Background: an optimization exercise with open tools, aiming at small area, a short achievable clock period and few clock cycles. Do not read the settings as production practice.
Only simulation tests tie the RTL to the original design; equivalence was not proved.
Power is estimated from default activity; no workload was simulated.

### design.v
module rnc_decoder (
    input  wire        clk,
    input  wire        rst,           
    input  wire        start,         
    input  wire [15:0] in_len,        
    output reg  [1:0]  status,        
    output reg  [2:0]  err,           
    output reg  [3:0]  fcause,        
    output reg  [15:0] out_len,       
    output reg  [15:0] crc,           
    output reg         in_re,
    output reg  [15:0] in_addr,
    input  wire [7:0]  in_rdata,
    output wire        out_we,
    output wire [15:0] out_waddr,
    output wire [7:0]  out_wdata,
    output wire        out_re,
    output wire [15:0] out_raddr,
    input  wire [7:0]  out_rdata
);
    localparam ST_IDLE  = 2'd0;
    localparam ST_BUSY  = 2'd1;
    localparam ST_DONE  = 2'd2;
    localparam ST_ERROR = 2'd3;
    localparam E_HEADER    = 3'd1;
    localparam E_METHOD    = 3'd2;
    localparam E_FORMAT    = 3'd3;
    localparam E_SIZE      = 3'd4;
    localparam E_INTEGRITY = 3'd5;
    localparam E_CAPACITY  = 3'd6;
    localparam C_TOO_SHORT      = 4'd1;
    localparam C_BAD_SIGNATURE  = 4'd2;
    localparam C_INVALID_SYMBOL = 4'd1;
    localparam C_ZERO_COUNT     = 4'd2;
    localparam C_ZERO_OFFSET    = 4'd3;
    localparam C_OFFSET_RANGE   = 4'd4;
    localparam C_TABLE_CAPACITY = 4'd5;
    localparam C_OVERSUBSCRIBED = 4'd6;
    localparam C_INPUT_EXHAUSTED= 4'd7;
    localparam C_OVERRUN        = 4'd1;
    localparam C_UNDERRUN       = 4'd2;
    localparam D_IDLE  = 4'd0;
    localparam D_HDR   = 4'd1;    
    localparam D_HCHK  = 4'd2;    
    localparam D_TD    = 4'd3;    
    localparam D_TEND  = 4'd4;    
    localparam D_CTRL  = 4'd5;    
    localparam D_SYM   = 4'd6;    
    localparam D_LISS  = 4'd7;    
    localparam D_BITS  = 4'd8;    
    localparam D_MCHK  = 4'd9;    
    localparam D_FIN   = 4'd10;   
    localparam P_LIT = 2'd0;      
    localparam P_LEN = 2'd1;      
    localparam P_POS = 2'd2;      
    localparam P_SUB = 2'd3;      
    localparam EV_NONE = 2'd0;
    localparam EV_FAIL = 2'd1;    
    localparam EV_END  = 2'd2;    
    localparam EV_INS  = 2'd3;    
    reg [3:0]  dst;
    reg [15:0] in_len_r;
    reg [4:0]  hcnt;
    reg        sig_bad, meth_bad, cap_bad;
    reg [15:0] usize;
    reg [15:0] ucrc;
    reg [15:0] cur;          
    reg [15:0] rem_in;       
    reg [7:0]  acc;          
    reg [3:0]  cnt;
    reg [7:0]  nb;           
    reg        nbv;          
    reg        pend;         
    reg [74:0] leA, leB, leC;
    reg [63:0] srA, srB, srC;
    reg [1:0]  btab;
    reg [2:0]  tdep;         
    reg [2:0]  tsh;          
    reg [4:0]  idx;
    reg [17:0] ksum;         
    reg [3:0]  lmax;
    reg        ins_pend;
    reg [3:0]  ins_l;
    reg [3:0]  ins_sym;
    reg [1:0]  purp;
    reg [3:0]  gl;           
    reg [4:0]  gs;           
    reg        gdead;        
    reg [4:0]  le_lo;        
    reg [3:0]  gsym;
    reg [4:0]  nbits;
    reg [15:0] sh;
    reg        boff;         
    reg [8:0]  mlen;
    reg [15:0] moff;
    reg [3:0]  psym;
    reg [7:0]  lasthi;       
    reg [15:0] dopos;        
    reg [15:0] rem_out;      
    reg [8:0]  e_len;        
    reg [15:0] e_src;
    reg        e_lit, e_f1, e_f2;
    reg        r1_valid, r1_lit, r1_f1, r1_f2;
    reg        we_r;
    reg [15:0] waddr_r;
    reg [7:0]  wdata_r;
    reg [7:0]  h2;           
    integer i;
    function [15:0] crc_byte;
        input [15:0] c;
        input [7:0]  x;
        integer k;
        reg [15:0] r;
        begin
            r = c ^ {8'h00, x};
            for (k = 0; k < 8; k = k + 1)
                r = r[0] ? ((r >> 1) ^ 16'hA001) : (r >> 1);
            crc_byte = r;
        end
    endfunction
    function [4:0] le_get;
        input [74:0] le;
        input [3:0]  l;
        integer k;
        begin
            le_get = 5'd0;
            for (k = 1; k < 16; k = k + 1)
                if (l == k[3:0])
                    le_get = le[5*(k-1) +: 5];
        end
    endfunction
    function [3:0] sr_get;
        input [63:0] sr;
        input [3:0]  k;
        begin
            sr_get = sr[4*k +: 4];
        end
    endfunction
    function [16:0] td_step;
        input [2:0] dep;
        input [2:0] dsh;
        input [4:0] ix;
        input       b;
        reg [1:0] ev;
        reg [2:0] ndep;
        reg [2:0] nsh;
        reg [4:0] nix;
        reg [3:0] d;
        begin
            ev   = EV_NONE;
            ndep = dep;
            nsh  = dsh;
            nix  = ix;
            d    = {dsh, b};
            if (dep == 3'd0) begin
                if (!b) begin
                    if (ix == 5'd16) ev = EV_FAIL;
                    else nix = ix + 5'd1;
                end else
                    ndep = 3'd4;
            end else begin
                nsh  = {dsh[1:0], b};
                ndep = dep - 3'd1;
                if (dep == 3'd1) begin
                    if (d == 4'd15) ev = EV_END;
                    else if (ix == 5'd16) ev = EV_FAIL;
                    else begin
                        ev  = EV_INS;
                        nix = ix + 5'd1;
                    end
                end
            end
            td_step = {ev, ndep, nsh, nix, d + 4'd1};
        end
    endfunction
    wire busy     = (status == ST_BUSY);
    wire have_acc = (cnt != 4'd0);
    wire exh      = (rem_in == 16'd0);
    wire nb_ok    = nbv && !exh;
    wire av1      = have_acc || nb_ok;            
    wire f1       = !have_acc && exh;             
    wire two_ok   = (cnt >= 4'd2) || nb_ok;       
    wire b0       = have_acc ? acc[7] : nb[7];
    wire b1       = (cnt >= 4'd2) ? acc[6] : (cnt == 4'd1) ? nb[7] : nb[6];
    reg [74:0] le_t;
    reg [63:0] sr_t;
    always @* begin
        case (purp)
            P_LEN:   begin le_t = leC; sr_t = srC; end
            P_POS:   begin le_t = leB; sr_t = srB; end
            default: begin le_t = leA; sr_t = srA; end
        endcase
    end
    wire [4:0] le_h1 = le_get(le_t, gl + 4'd1);    
    wire [4:0] le_h2 = le_get(le_t, gl + 4'd2);
    wire [5:0] s1    = {gs, b0} - {1'b0, le_lo};
    wire       m1    = !gdead && (s1 < {1'b0, le_h1});
    wire       dead1 = gdead || (s1[5:4] != 2'b00);
    wire [5:0] s2    = {s1[4:0], b1} - {1'b0, le_h1};
    wire       m2    = !dead1 && (s2 < {1'b0, le_h2});
    wire       dead2 = dead1 || (s2[5:4] != 2'b00);
    wire       g_two = !m1 && two_ok && (gl != 4'd15);
    wire [3:0] g_sym = sr_get(sr_t, m1 ? s1[3:0] : s2[3:0]);
    wire       g_hit = m1 || (g_two && m2);
    wire [16:0] td1 = td_step(tdep, tsh, idx, b0);
    wire [1:0]  td1_ev = td1[16:15];
    wire [16:0] td2 = td_step(td1[14:12], td1[11:9], td1[8:4], b1);
    wire [1:0]  td2_ev = td2[16:15];
    wire        td_two = two_ok && (td1_ev == EV_NONE || td1_ev == EV_INS);
    wire [4:0]  ins_pos = le_get(leC, ins_l);
    wire e_issue   = (e_len != 9'd0);
    wire e_lit_rd  = e_issue && e_lit;
    wire eng_free  = (e_len[8:1] == 8'd0);
    wire drained   = !e_issue && !r1_valid && !we_r;
    wire pay_state = (dst != D_IDLE) && (dst != D_HDR);
    wire pf_issue  = pay_state && !nbv && !pend && !e_lit_rd;
    wire hdr_issue = (dst == D_HDR) && (hcnt <= 5'd17) && (in_len_r >= 16'd18);
    always @* begin
        in_re   = 1'b0;
        in_addr = cur;
        if (busy) begin
            if (dst == D_HDR) begin
                in_re   = hdr_issue;
                in_addr = {11'd0, hcnt};
            end else if (e_lit_rd) begin
                in_re   = 1'b1;
                in_addr = e_src;
            end else begin
                in_re   = pf_issue;
            end
        end
    end
    assign out_re    = busy && e_issue && !e_lit;
    assign out_raddr = e_src;
    assign out_we    = we_r;
    assign out_waddr = waddr_r;
    assign out_wdata = wdata_r;
    task stop_copy;
        begin
            e_len    <= 9'd0;
            r1_valid <= 1'b0;
            we_r     <= 1'b0;
        end
    endtask
    task fail;
        input [2:0] kind;
        input [3:0] cause;
        begin
            status  <= ST_ERROR;
            err     <= kind;
            fcause  <= cause;
            out_len <= 16'd0;
            dst     <= D_IDLE;
            stop_copy;
        end
    endtask
    task begin_table;
        input [1:0] which;
        begin
            btab <= which;
            tdep <= 3'd0;
            idx  <= 5'd0;
            ksum <= 18'd0;
            lmax <= 4'd0;
            leC  <= 75'd0;
            dst  <= D_TD;
        end
    endtask
    task begin_symbol;
        input [1:0] which;
        begin
            purp  <= which;
            gl    <= 4'd0;
            gs    <= 5'd0;
            gdead <= 1'b0;
            le_lo <= 5'd0;
            dst   <= D_SYM;
        end
    endtask
    task pull;
        begin
            cur    <= cur + 16'd1;
            rem_in <= rem_in - 16'd1;
            nbv    <= 1'b0;
        end
    endtask
    task take1;
        begin
            if (have_acc) begin
                acc <= {acc[6:0], acc[7]};
                cnt <= cnt - 4'd1;
            end else begin
                acc <= {nb[6:0], nb[7]};
                cnt <= 4'd7;
                pull;
            end
        end
    endtask
    task take2;
        begin
            if (cnt >= 4'd2) begin
                acc <= {acc[5:0], acc[7:6]};
                cnt <= cnt - 4'd2;
            end else if (cnt == 4'd1) begin
                acc <= {nb[6:0], nb[7]};
                cnt <= 4'd7;
                pull;
            end else begin
                acc <= {nb[5:0], nb[7:6]};
                cnt <= 4'd6;
                pull;
            end
        end
    endtask
    always @(posedge clk) in_len_r <= in_len;
    always @(posedge clk) begin
        if (rst) begin
            status   <= ST_IDLE;
            err      <= 3'd0;
            fcause   <= 4'd0;
            out_len  <= 16'd0;
            crc      <= 16'd0;
            dst      <= D_IDLE;
            nbv      <= 1'b0;
            pend     <= 1'b0;
            ins_pend <= 1'b0;
            stop_copy;
        end else if (!busy) begin
            if (start) begin
                status   <= ST_BUSY;
                err      <= 3'd0;
                fcause   <= 4'd0;
                out_len  <= 16'd0;
                crc      <= 16'd0;
                dst      <= D_HDR;
                hcnt     <= 5'd0;
                sig_bad  <= 1'b0;
                meth_bad <= 1'b0;
                cap_bad  <= 1'b0;
                cur      <= 16'd18;
                cnt      <= 4'd0;
                nbv      <= 1'b0;
                pend     <= 1'b0;
                ins_pend <= 1'b0;
                dopos    <= 16'd0;
                waddr_r  <= 16'hFFFF;
                stop_copy;
            end
        end else begin
            r1_valid <= e_issue;
            r1_lit   <= e_lit;
            r1_f1    <= e_f1;
            r1_f2    <= e_f2;
            if (e_issue) begin
                e_src <= e_src + 16'd1;
                e_len <= e_len - 9'd1;
            end
            we_r <= r1_valid;
            if (r1_valid) begin
                wdata_r <= r1_lit ? in_rdata : r1_f1 ? wdata_r : r1_f2 ? h2 : out_rdata;
                h2      <= wdata_r;
                waddr_r <= waddr_r + 16'd1;
            end
            if (we_r)
                crc <= crc_byte(crc, wdata_r);
            if (pend) begin
                nb   <= in_rdata;
                nbv  <= 1'b1;
                pend <= 1'b0;
            end else if (pf_issue) begin
                pend <= 1'b1;
            end
            if (ins_pend) begin
                ins_pend <= 1'b0;
                for (i = 1; i < 16; i = i + 1)
                    if (i[3:0] >= ins_l)
                        leC[5*(i-1) +: 5] <= leC[5*(i-1) +: 5] + 5'd1;
                for (i = 0; i < 16; i = i + 1) begin
                    if (i[4:0] > ins_pos)
                        srC[4*i +: 4] <= srC[4*(i-1) +: 4];
                    else if (i[4:0] == ins_pos)
                        srC[4*i +: 4] <= ins_sym;
                end
                if (!ksum[17])
                    ksum <= ksum + (18'h10000 >> ins_l);
                if (ins_l > lmax)
                    lmax <= ins_l;
            end
            case (dst)
                D_HDR: begin
                    if (in_len_r < 16'd18) begin
                        fail(E_HEADER, C_TOO_SHORT);
                    end else begin
                        hcnt <= hcnt + 5'd1;
                        case (hcnt)
                            5'd1: if (in_rdata != 8'h00) sig_bad <= 1'b1;
                            5'd2: if (in_rdata != 8'h52) sig_bad <= 1'b1;
                            5'd3: if (in_rdata != 8'h4E) sig_bad <= 1'b1;
                            5'd4: if (in_rdata != 8'h43) sig_bad <= 1'b1;
                            5'd5: if (in_rdata != 8'd1 && in_rdata != 8'd2) meth_bad <= 1'b1;
                            5'd6, 5'd7: if (in_rdata != 8'h00) cap_bad <= 1'b1;
                            5'd8, 5'd9: usize <= {usize[7:0], in_rdata};
                            5'd14, 5'd15: ucrc <= {ucrc[7:0], in_rdata};
                            default: ;
                        endcase
                        if (hcnt == 5'd18)
                            dst <= D_HCHK;
                    end
                end
                D_HCHK: begin
                    rem_in  <= in_len_r - 16'd18;
                    rem_out <= usize;
                    if (sig_bad)
                        fail(E_HEADER, C_BAD_SIGNATURE);
                    else if (meth_bad)
                        fail(E_METHOD, 4'd0);
                    else if (cap_bad)
                        fail(E_CAPACITY, 4'd0);
                    else
                        begin_table(2'd0);
                end
                D_TD: begin
                    if (f1) begin
                        fail(E_FORMAT, C_INPUT_EXHAUSTED);
                    end else if (av1) begin
                        if (td_two) begin
                            take2;
                            tdep <= td2[14:12];
                            tsh  <= td2[11:9];
                            idx  <= td2[8:4];
                            if (td1_ev == EV_INS) begin
                                ins_pend <= 1'b1;
                                ins_l    <= td1[3:0];
                                ins_sym  <= idx[3:0];
                            end
                            if (td2_ev == EV_INS) begin
                                ins_pend <= 1'b1;
                                ins_l    <= td2[3:0];
                                ins_sym  <= td1[7:4];
                            end
                            if (td2_ev == EV_FAIL)
                                fail(E_FORMAT, C_TABLE_CAPACITY);
                            else if (td2_ev == EV_END)
                                dst <= D_TEND;
                        end else begin
                            take1;
                            tdep <= td1[14:12];
                            tsh  <= td1[11:9];
                            idx  <= td1[8:4];
                            if (td1_ev == EV_INS) begin
                                ins_pend <= 1'b1;
                                ins_l    <= td1[3:0];
                                ins_sym  <= idx[3:0];
                            end
                            if (td1_ev == EV_FAIL)
                                fail(E_FORMAT, C_TABLE_CAPACITY);
                            else if (td1_ev == EV_END)
                                dst <= D_TEND;
                        end
                    end
                end
                D_TEND: begin
                    if (lmax != 4'd0 &&
                        ksum >= 18'h10000 + (18'h10000 >> lmax))
                        fail(E_FORMAT, C_OVERSUBSCRIBED);
                    else begin
                        if (btab != 2'd2) begin
                            leA <= leB;
                            srA <= srB;
                            leB <= leC;
                            srB <= srC;
                        end
                        if (btab == 2'd2) begin
                            lasthi <= 8'd0;
                            dst    <= D_CTRL;
                        end else
                            begin_table(btab + 2'd1);
                    end
                end
                D_CTRL: begin
                    if (f1)
                        fail(E_FORMAT, C_INPUT_EXHAUSTED);
                    else if (av1) begin
                        take1;
                        begin_symbol(b0 ? P_LEN : P_LIT);
                    end
                end
                D_SYM: begin
                    if (f1) begin
                        fail(E_FORMAT, C_INPUT_EXHAUSTED);
                    end else if (av1) begin
                        if (g_two) begin
                            take2;
                            gl    <= gl + 4'd2;
                            gs    <= s2[4:0];
                            gdead <= dead2;
                            le_lo <= le_h2;
                        end else begin
                            take1;
                            gl    <= gl + 4'd1;
                            gs    <= s1[4:0];
                            gdead <= dead1;
                            le_lo <= le_h1;
                        end
                        if (g_hit) begin
                            gsym <= g_sym;
                            case (purp)
                                P_LIT: dst <= D_LISS;
                                P_LEN: begin
                                    if (g_sym == 4'd2) begin
                                        if (rem_out != 16'd0)
                                            fail(E_SIZE, C_UNDERRUN);
                                        else
                                            dst <= D_FIN;
                                    end else if (g_sym == 4'd1) begin
                                        nbits <= 5'd8;
                                        boff  <= 1'b0;
                                        dst   <= D_BITS;
                                    end else begin
                                        mlen <= {5'd0, g_sym} + 9'd2;
                                        begin_symbol(P_POS);
                                    end
                                end
                                P_POS: begin
                                    if (g_sym >= 4'd13) begin
                                        nbits <= {1'b0, g_sym} + 5'd1;
                                        sh    <= 16'd0;
                                        boff  <= 1'b1;
                                        dst   <= D_BITS;
                                    end else begin
                                        psym <= g_sym;
                                        begin_symbol(P_SUB);
                                    end
                                end
                                default: begin
                                    moff <= {lasthi, psym, g_sym};
                                    dst  <= D_MCHK;
                                end
                            endcase
                        end else if (g_two ? (gl == 4'd14) : (gl == 4'd15)) begin
                            fail(E_FORMAT, C_INVALID_SYMBOL);
                        end
                    end
                end
                D_LISS: begin
                    if (gsym == 4'd0)
                        fail(E_FORMAT, C_ZERO_COUNT);
                    else if (gsym == 4'd2)
                        begin_table(2'd0);
                    else if (rem_out < {12'd0, gsym})
                        fail(E_SIZE, C_OVERRUN);
                    else if (rem_in < {12'd0, gsym})
                        fail(E_FORMAT, C_INPUT_EXHAUSTED);
                    else if (eng_free) begin
                        e_len   <= {5'd0, gsym};
                        e_src   <= cur;
                        e_lit   <= 1'b1;
                        e_f1    <= 1'b0;
                        e_f2    <= 1'b0;
                        cur     <= cur + {12'd0, gsym};
                        rem_in  <= rem_in - {12'd0, gsym};
                        nbv     <= 1'b0;
                        pend    <= 1'b0;
                        dopos   <= dopos + {12'd0, gsym};
                        rem_out <= rem_out - {12'd0, gsym};
                        if (have_acc) begin
                            acc <= {acc[6:0], acc[7]};
                            cnt <= cnt - 4'd1;
                            begin_symbol(acc[7] ? P_LEN : P_LIT);
                        end else
                            dst <= D_CTRL;
                    end
                end
                D_BITS: begin
                    if (f1) begin
                        fail(E_FORMAT, C_INPUT_EXHAUSTED);
                    end else if (av1) begin
                        if (nbits != 5'd1 && two_ok) begin
                            take2;
                            sh    <= {sh[13:0], b0, b1};
                            nbits <= nbits - 5'd2;
                            if (nbits == 5'd2) begin
                                if (boff) begin
                                    moff <= {sh[13:0], b0, b1};
                                    dst  <= D_MCHK;
                                end else begin
                                    mlen <= {1'b0, sh[5:0], b0, b1} + 9'd2;
                                    begin_symbol(P_POS);
                                end
                            end
                        end else begin
                            take1;
                            sh    <= {sh[14:0], b0};
                            nbits <= nbits - 5'd1;
                            if (nbits == 5'd1) begin
                                if (boff) begin
                                    moff <= {sh[14:0], b0};
                                    dst  <= D_MCHK;
                                end else begin
                                    mlen <= {1'b0, sh[6:0], b0} + 9'd2;
                                    begin_symbol(P_POS);
                                end
                            end
                        end
                    end
                end
                D_MCHK: begin
                    if (moff == 16'd0)
                        fail(E_FORMAT, C_ZERO_OFFSET);
                    else if (moff > dopos || moff > 16'd32768)
                        fail(E_FORMAT, C_OFFSET_RANGE);
                    else if (rem_out < {7'd0, mlen})
                        fail(E_SIZE, C_OVERRUN);
                    else if (eng_free) begin
                        e_len   <= mlen;
                        e_src   <= dopos - moff;
                        e_lit   <= 1'b0;
                        e_f1    <= (moff == 16'd1);
                        e_f2    <= (moff == 16'd2);
                        lasthi  <= moff[15:8];
                        dopos   <= dopos + {7'd0, mlen};
                        rem_out <= rem_out - {7'd0, mlen};
                        if (f1)
                            fail(E_FORMAT, C_INPUT_EXHAUSTED);
                        else if (av1) begin
                            take1;
                            begin_symbol(b0 ? P_LEN : P_LIT);
                        end else
                            dst <= D_CTRL;
                    end
                end
                D_FIN: begin
                    if (drained) begin
                        if (crc != ucrc)
                            fail(E_INTEGRITY, 4'd0);
                        else begin
                            status  <= ST_DONE;
                            out_len <= usize;
                            dst     <= D_IDLE;
                        end
                    end
                end
                default: dst <= D_IDLE;
            endcase
        end
    end
endmodule
### run.sh
#!/bin/bash
# synth_recipe.tcl (not shown) runs the flow's synth.tcl, then flattens the netlist and writes it again
# the make line also repeats each setting of config.mk as NAME=value (left out here)
make -C /OpenROAD-flow-scripts/flow DESIGN_CONFIG=/design/flow/config.mk WORK_HOME=/design/flow/orfs CLKGATE_MAP_FILE= SYNTH_SCRIPT=/design/flow/synth_recipe.tcl finish
### config.mk
export PLATFORM = sky130hd
export DESIGN_NAME = rnc_decoder
export DESIGN_NICKNAME = rnc_decoder
export VERILOG_FILES = /design/flow/design.v
export SDC_FILE = /design/flow/constraint.sdc
export NUM_CORES = 4
export LEC_CHECK = 0
export CAP_MARGIN = 20
export CORE_MARGIN = 2
export CORE_UTILIZATION = 40
export SLEW_MARGIN = 20
### constraint.sdc
create_clock -name core_clock -period 10.0 [get_ports {clk}]
set_input_delay 2.0000 -clock core_clock [delete_from_list [all_inputs] [get_ports {clk}]]
set_output_delay 2.0000 -clock core_clock [all_outputs]
set_load 0.01 [all_outputs]
==> metrics.md <==
| Metric | Value |
|---|---|
| Hold path start | `leB[41]` |
| Final Cycle Share | `92.52%` |
| Hold-fix buffers, CTS | `0` |
| Crit path kind | `flip-flop to flip-flop` |
| WL final | `146500 microns` |
| Sequential Area | `23030 sq um` |
| Diode count | `0` |
| Synth top area share | `45.90%` |
| Fraction of registers with async set/reset | `0%` |
| Worst-path clk slew | `0.06 ns` |
| Setup slack after layout | `0.7477 ns` |
| Layout area overhead | `13.21%` |
| Hpwl dp | `103200 microns` |
| EDFF count, synth | `717` |
| Setup bufs post-CTS | `0` |
| DIE AREA | `120000 sq um` |
| Clock Path Buffers | `3` |
| Layout cell share with drive strength beyond 1 | `8.391%` |
| Fmax | `108.1 MHz` |
| Latest clock arrival within the worst-skew pair | `0.68 ns` |
| Port bufs | `134` |
| Yosys Warn Count | `2` |
| Class of the worst hold path | `flip-flop to flip-flop` |
| Final ANT Viol Nets | `0` |
| Design Area, Final | `53110 sq um` |
| Max_slew headroom | `20.22%` |
| Peak supply drop | `164.6 uV` |
| Status | `no timing/DRC/antenna violations` |
| Core Area | `116200 sq um` |
| Synth Instances | `4650` |
| Gr ovfl total | `0` |
| Final setup fails | `0` |
| Yosys cell types | `89` |
| Synth Net Count | `4863` |
| Final nets | `4916` |
| Vias in the first global route | `35980` |
| Worst slack at placement | `0.9074 ns` |
| Leakage power | `18.52 nW` |
| Max-Cap Viols | `0` |
| Clock Sinks | `792` |
| Starting Density | `40.37%` |
| Top_reg_cell synth | `edfxtp_1` |
| Synth Register Bits | `792` |
| RSZ-0062 raised after global routing | `false` |
| Post-Route Setup TNS | `0 ns` |
| Vias per cell | `6.015` |
| Tot GR Track Use | `23.71%` |
| Critical path required time | `10.62 ns` |
| Worst r2r src | `purp[0]` |
| CP Max Fanout | `44` |
| Avg Cell Area, Syn | `10.09 sq um` |
| Area post-placement | `50010 sq um` |
| CTS H-tree lvls | `3` |
| Multi-input logic area | `22460 sq um` |
| Pwr/cell area | `156.6 nW/um^2` |
| Worst Setup SP | `purp[0]` |
| DIE HEIGHT | `346.5 microns` |
| Filler cells | `10960` |
| # DRC | `0` |
| Setup Skew | `0.02816 ns` |
| Largest stage delay on the critical path | `0.77 ns` |
| Pre-Repair DR Iteration Count | `8` |
| CTS tree | `built` |
| Worst Path Arrival | `9.87 ns` |
| Max-slew violations | `0` |
| Worst path top cell family by delay | `compound AO/OA/AOI/OAI gates` |
| Seq/Total Area, Yosys | `49.10%` |
| Row count | `125` |
| Final hold slack | `0.4418 ns` |
| I/O pin cnt | `135` |
| Fin util | `45.70%` |
| Area leader, netlist | `edfxtp_1` |
| Netlist Area Pre-Place | `46910 sq um` |
| CP bufs+invs | `3` |
| Slowest-stage cell, CP | `nor2_1` |
| Synth top cells by count | `edfxtp_1, nor2_1, nand2_1` |
| Largest net degree at the start of global routing | `189` |
| PostCTS Resize Cnt | `0` |
| Routed via count | `37910` |
| Final Hold Viols | `0` |
| RePlAce Congestion | `0.9572` |
| Most common cell in the netlist | `edfxtp_1` |
| Num CTS Buffers | `92` |
| Initial antenna violation count | `1` |
| Initial detailed-routing violation count | `3561` |
| First-pass GRT wire length | `222600 microns` |
| Worst setup EP type | `flip-flop` |
| Clock Tree Root | `clkbuf_16` |
| Post-layout min period | `9.252 ns` |
| Die width | `346.5 microns` |
| Slew of the pin with the lowest slew margin | `1.186 ns` |
| Drt wl/cell | `23.25 microns` |
| Worst Setup Start Kind | `flip-flop` |
| Ranking of synthesized cells by area | `edfxtp_1, ha_1, nor2_1` |
| Cell repeated most along the worst path | `a21oi_1` |
==> worst paths after layout <==
| kind | to | depth (start not counted) | slack, ns |
|---|---|---|---|
| setup / recovery | out_len[8] | 33 | 0.75 |
| setup reg to reg | out_len[8] | 33 | 0.75 |
| hold / removal | leA[41] | 0 | 0.44 |
| hold reg to reg | leA[41] | 0 | 0.44 |
==> cell usage in the layout (no fill, tap or decap), drive strengths merged, types with 52 or more instances in the layout <==
master and n:
a22o 77, a22oi 137, o21ai 213, clkbuf 99
xor2 137, mux2i 98, clkdlybuf4s50 134, ha 169
mux2 71, inv 154, a21o 52, xnor2 161
nand3 84, nand2 476, nor2 540, a21oi 355
dfxtp 75, nand4 68, edfxtp 717, buf 93
o22ai 53, nor3 105
==> logic make-up after synthesis <==
group                    Yosys count  share of synthesized area [%]
multiplexers                     189                          4.790
XOR/XNOR                         298                          5.564
adder cells (fa/ha/maj)          178                          4.892
AND/OR/NAND/NOR                 1503                          14.27
AO/OA/AOI/OAI                   1272                          17.99
buffers and inverters            418                          3.393
flip-flops                       792                          49.10
==> state kept, by name (all words and copies together), names as in the netlist, 17 cells and up, named ones only <==
| register | flops |
|---|---|
| srB | 64 |
| ksum | 17 |
| leC | 75 |
| srA | 64 |
| leA | 75 |
| leB | 75 |
| srC | 64 |
==> power breakdown <==
| part | internal [mW] | switching, mW |
|---|---|---|
| Combinational | 0.395 | 0.666 |
| Sequential | 3.68 | 0.103 |
| Clock | 2.00 | 1.47 |
==> per-stage QoR <==
stage | power [mW] | cells
finish | 8.317 | 6303
global route | 8.603 | 6303
CTS | 8.363 | 6303
detailed placement | 4.890 | 6133
global placement | 4.875 | 6132
floorplan | 4.510 | 4650
==> routing by layer <==
| layer | wire length (microns) | global-route usage, % | up-vias |
|---|---|---|---|
| li1 | - | - | 17550 |
| met1 | 62200 | 31.73 | 18480 |
| met2 | 68230 | 38.32 | 1572 |
| met3 | 9528 | 3.234 | 307 |
| met4 | 6571 | 10.49 | 2 |
| met5 | 11 | 0 | - |
==> final cells by class <==
cell class              count  area share [%]
multi-input cells        3440           42.28
well taps                1524           3.590
repair buffers            227           3.864
clock inverters            71           1.322
flip-flops and latches    792           43.37
clock buffers              99           4.502
inverters                 150           1.072
Testbench counts, summed over its fixed seeds: cycles 211,222.

separate check: timing with driven ports:
The flow's constraints put no driver on any port. The routed layout listed below was extracted and timed again, unchanged, in two steps. Step 1, drivers: a clkbuf_16 drives clk and a buf_2 each remaining input, both assumed. Step 2 also shifts input and output timing later by t, the mid clock arrival at the registers, as if the neighbouring blocks saw the same clock. Three values: ideal ports, drivers, drivers and shift; two values: the first two.
shift t [ns]: 0.738
setup slack, ns: 0.748 / 0.748 / 0.748
latest minus earliest clock arrival (ns): 0.029 / 0.028
After both steps setup and hold are still met in this run. The setup slack of this run moves by 0.000 ns with the drivers and by 0.000 ns with both steps.
